Source: an optimization exercise on an open RTL-to-GDS flow (aim: small area and few clock cycles). Production flows keep margins and buffers that such runs may drop.
Function was checked by simulation only, so behaviour that the tests miss may differ from the original.

## pvd_core
module pvd_core (
    input  wire         clk,
    input  wire         rst,
    input  wire         ev_valid,
    output wire         ev_ready,
    input  wire [175:0] ev,
    input  wire [1:0]   range_sel,
    output wire         ann_valid,
    input  wire         ann_ready,
    output wire [149:0] ann
);
For scale: roughly 2200 cells after synthesis, about 380 flip-flops, ~330 I/O pins, ~26000 sq um of cells after synthesis.
==> flow/config.mk <==
export PLATFORM = sky130hd
export DESIGN_NAME = pvd_core
export DESIGN_NICKNAME = pvd_core
export VERILOG_FILES = /design/flow/design.v
export SDC_FILE = /design/flow/constraint.sdc
export NUM_CORES = 4
export LEC_CHECK = 0
export CAP_MARGIN = 20
export CORE_MARGIN = 2
export CORE_UTILIZATION = 70
export SLEW_MARGIN = 20
==> flow/constraint.sdc <==
create_clock -name core_clock -period 240.0 [get_ports {clk}]
set_input_delay 48.0000 -clock core_clock [delete_from_list [all_inputs] [get_ports {clk}]]
set_output_delay 48.0000 -clock core_clock [all_outputs]
set_load 0.01 [all_outputs]
standard.sh (not shown) runs the stock make flow with config.mk's settings and CLKGATE_MAP_FILE= SYNTH_SCRIPT=/design/flow/synth_recipe.tcl, a recipe that flattens the netlist after the stock synthesis.
==> flow/flow/run.sh <==
#!/bin/bash
# The standard layout (standard.sh) with three changes:
#  - synthesis is the standard flow's script (synth_recipe.tcl) unchanged except that ABC
#    maps the logic with flow/abc_map.script (area-oriented amap) instead of
#    ORFS's speed script; registers are mapped before ABC, so they are the
#    standard synthesis's;
#  - the port buffers that global placement inserts are the smallest buffer,
#    sky130_fd_sc_hd__buf_1;
#  - clock tree synthesis uses clkbuf_8 buffers over sink clusters of up to 15
#    flip-flops, without dummy loads.
# The full make output goes to standard_flow.log; the per-step ORFS logs are
# under orfs/logs/.
set -euo pipefail
here=$(pwd)
{ head -n 1 synth_recipe.tcl; cat flow/abc_override.tcl; tail -n +2 synth_recipe.tcl; } > my_synth.tcl
sed "s#SYNTH_SCRIPT=[^ ]*#SYNTH_SCRIPT=$here/my_synth.tcl#" standard.sh > my_standard.sh
export MY_ABC_SCRIPT="$here/flow/abc_map.script"
export BUFFER_PORTS_ARGS="-buffer_cell sky130_fd_sc_hd__buf_1"
export CTS_ARGS="-sink_clustering_enable -repair_clock_nets -dont_use_dummy_load -buf_list sky130_fd_sc_hd__clkbuf_8 -sink_clustering_size 15 -sink_clustering_max_diameter 50"
bash my_standard.sh > standard_flow.log 2>&1
==> flow/flow/abc_map.script <==
strash
&get -n
&st
&syn2
&dch -f
&put
dch -f
amap -m -F 4 -A 8
topo
==> flow/flow/abc_override.tcl <==
# Run ABC's technology mapping with flow/abc_map.script (area-oriented
# standard-cell mapping with amap) in place of ORFS's abc_speed.script.
# Everything else in the synthesis is the standard script.
proc abc {args} {
  set i [lsearch -exact $args -script]
  if {$i >= 0} { lset args [expr {$i + 1}] $::env(MY_ABC_SCRIPT) }
  yosys abc {*}$args
}
Testbench counts at the start, summed over its fixed seeds: cycles 11,637.
Change:
--- a/flow/design.v
+++ b/flow/design.v
@@ -51,13 +51,13 @@
     reg  [15:0]   acc_tx;
     reg           frame_start_valid;
     reg  [TS-1:0] frame_start_ts;
     reg  [TS-1:0] frame_end_ts;
     reg  [TS-1:0] wid_ts;
     reg  [3:0]    wid_rem;      
-    reg  [4:0]    wid_n;        
+    reg  [3:0]    wid_m;        
     reg           rx_present;
     reg           tx_present;
     reg  [TS-1:0] span_s;       
     reg  [TS-1:0] span_w;       
     reg  [7:0]    ctl_bits;     
     reg  [1:0]    ctl_lbl;      
@@ -76,47 +76,63 @@
                                        : !(is_rise && fin_pend));
     wire accept   = ev_valid && ev_ready;
     wire acc_bits = accept && is_bits;
     wire acc_rise = accept && is_rise;
     wire fin_req  = fin_pend || acc_rise;
     wire do_fin   = fin_req && seq_free;
-    wire [15:0] rx_mask = rx_len[4] ? 16'hffff : ((16'd1 << rx_len[3:0]) - 16'd1);
-    wire [15:0] tx_mask = tx_len[4] ? 16'hffff : ((16'd1 << tx_len[3:0]) - 16'd1);
     wire [15:0] rx_base = frame_start_valid ? acc_rx : 16'd0;
     wire [15:0] tx_base = frame_start_valid ? acc_tx : 16'd0;
-    wire [15:0] acc_rx_next = (rx_base << rx_len) | (rx_vec & rx_mask);
-    wire [15:0] acc_tx_next = (tx_base << tx_len) | (tx_vec & tx_mask);
+    function [15:0] fold;
+        input [15:0] base;
+        input [4:0]  n;
+        input [15:0] vec;
+        reg   [15:0] s;
+        integer      i;
+        begin
+            s = base;
+            if (n[0]) s = {s[14:0], 1'b0};
+            if (n[1]) s = {s[13:0], 2'b0};
+            if (n[2]) s = {s[11:0], 4'b0};
+            if (n[3]) s = {s[7:0], 8'b0};
+            for (i = 0; i < 16; i = i + 1)
+                fold[i] = (n[4] || n[3:0] > i) ? vec[i] : s[i];
+        end
+    endfunction
+    wire [15:0] acc_rx_next = fold(rx_base, rx_len, rx_vec);
+    wire [15:0] acc_tx_next = fold(tx_base, tx_len, tx_vec);
     wire rx_has = (rx_len != 5'd0);
     wire tx_has = (tx_len != 5'd0);
     function [35:0] div_pass;
         input [31:0] num;
         input [3:0]  rem_in;
-        input [4:0]  nd;        
+        input [3:0]  m;
         reg   [3:0]  r;
-        reg   [4:0]  t;
+        reg   [3:0]  u;
         reg   [3:0]  s;
         reg          c;
+        reg          q;
         integer      i, j;
         begin
             r = rem_in;
             for (i = 31; i >= 0; i = i - 1) begin
-                t = {r, num[i]};
+                u = {r[2:0], num[i]};
                 c = 1'b0;
                 for (j = 0; j < 4; j = j + 1) begin
-                    s[j] = t[j] ^ nd[j] ^ c;
-                    c = (t[j] & nd[j]) | (c & (t[j] ^ nd[j]));
+                    s[j] = u[j] ^ m[j] ^ c;
+                    c = (u[j] & m[j]) | (c & (u[j] ^ m[j]));
                 end
-                c = (t[4] & nd[4]) | (c & (t[4] ^ nd[4]));
-                div_pass[i] = c;
-                r = c ? s : t[3:0];
+                q = r[3] | c;
+                div_pass[i] = q;
+                r = q ? s : u;
             end
             div_pass[35:32] = r;
         end
     endfunction
     wire [TS-1:0] duration   = add64(ev_end, ~ev_start, 1'b1);
     wire [4:0]    width_div  = tx_has ? tx_len : rx_len;
+    wire [3:0]    width_m    = 4'd0 - width_div[3:0];
     wire [31:0] p113 = add32({9'd0, acc_rx, 7'd0}, ~{12'd0, acc_rx, 4'd0}, 1'b1);
     wire [31:0] p625 = add32(add32({7'd0, acc_rx, 9'd0}, {16'd0, acc_rx}, 1'b0), p113, 1'b0);
     reg  [31:0] prod;
     always @(*) begin
         case (volt_rs)
             2'b01:   prod = {p625[29:0], 2'b00};
@@ -136,18 +152,18 @@
     wire [15:0] mv   = mv_w[15:0];
     wire [5:0] ctl_reg  = acc_tx[14:9];
     wire       is_chsel = (ctl_reg == 6'd3);
     wire       is_range = (ctl_reg[5:2] == 4'd1);
     wire [31:0] div_num = acc_bits ? duration[63:32] : wid_ts[31:0];
     wire [3:0]  div_ri  = acc_bits ? 4'd0 : wid_rem;
-    wire [4:0]  div_den = acc_bits ? width_div : wid_n;
-    wire [4:0]  div_nd  = ~div_den + 5'd1;
-    wire [35:0] div_o   = div_pass(div_num, div_ri, div_nd);
+    wire [3:0]  div_m   = acc_bits ? width_m : wid_m;
+    wire [35:0] div_o   = div_pass(div_num, div_ri, div_m);
     wire          is_label = !volt_pend && (ctl_cnt == (ctl_chsel ? 3'd3 : 3'd5));
-    wire [1:0]    sh       = is_label ? 2'd3 : (ctl_chsel ? 2'd2 : 2'd1);
-    wire [TS-1:0] span_e   = add64(span_s, span_w << sh, 1'b0);
+    wire [TS-1:0] step_c   = ctl_chsel ? {span_w[61:0], 2'b0} : {span_w[62:0], 1'b0};
+    wire [TS-1:0] step     = is_label ? {span_w[60:0], 3'b0} : step_c;
+    wire [TS-1:0] span_e   = add64(step, span_s, 1'b0);
     wire [TS-1:0] r_end = volt_pend ? frame_end_ts : span_e;
     reg  [2:0]    r_kind;
     reg  [15:0]   r_val;
     always @(*) begin
         if (volt_pend) begin
             r_kind = 3'd0;
@@ -211,12 +227,12 @@
                 frame_start_valid <= 1'b1;
                 if (!frame_start_valid)
                     frame_start_ts <= ev_start;
                 if (rx_has || tx_has) begin
                     wid_ts  <= {div_o[31:0], duration[31:0]};
                     wid_rem <= div_o[35:32];
-                    wid_n   <= width_div;
+                    wid_m   <= width_m;
                 end
             end
         end
     end
 endmodule
- maximum frequency came out lower by 5.1%
- die area came out lower by 3.1%
- register-to-register slack got worse by 6.7 ns
- synthesized cell count came out lower by 6.3%
- via count came out lower by 4.8%
- global-route usage came out lower by 0.17 points
- setup slack got worse by 7.2 ns
Testbench counts after the change, summed over its fixed seeds: cycles 11,637.

==> separate check: timing with driven ports <==
How much do the figures lean on ideal ports? The routed layouts below were timed once more, with nothing changed but the port constraints.
Step 1 assumes that a clkbuf_16 drives the clock port and a buf_2 every other input.
Step 2, shift: input delay + t, output delay - t, t = (earliest + latest rising clock arrival at the registers) / 2. This alone moves slack from input paths to output paths.
Slacks: ideal / step 1 / step 2; pairs: ideal / step 1.
run	t (ns)	setup WS [ns]	worst hold slack (ns)	worst data-port slew with drivers (ns)	pins driven straight from the clock port
the first run	0.660	107.479 / 107.507 / 106.847	0.359 / 0.359 / 0.359	0.08	1
the second run	0.648	100.302 / 100.332 / 99.683	0.394 / 0.394 / 0.394	0.10	1
After both steps every run listed still meets setup and hold. The setup slack of the first run, which loses most, moves by +0.028 ns with the drivers and by -0.632 ns with both steps.
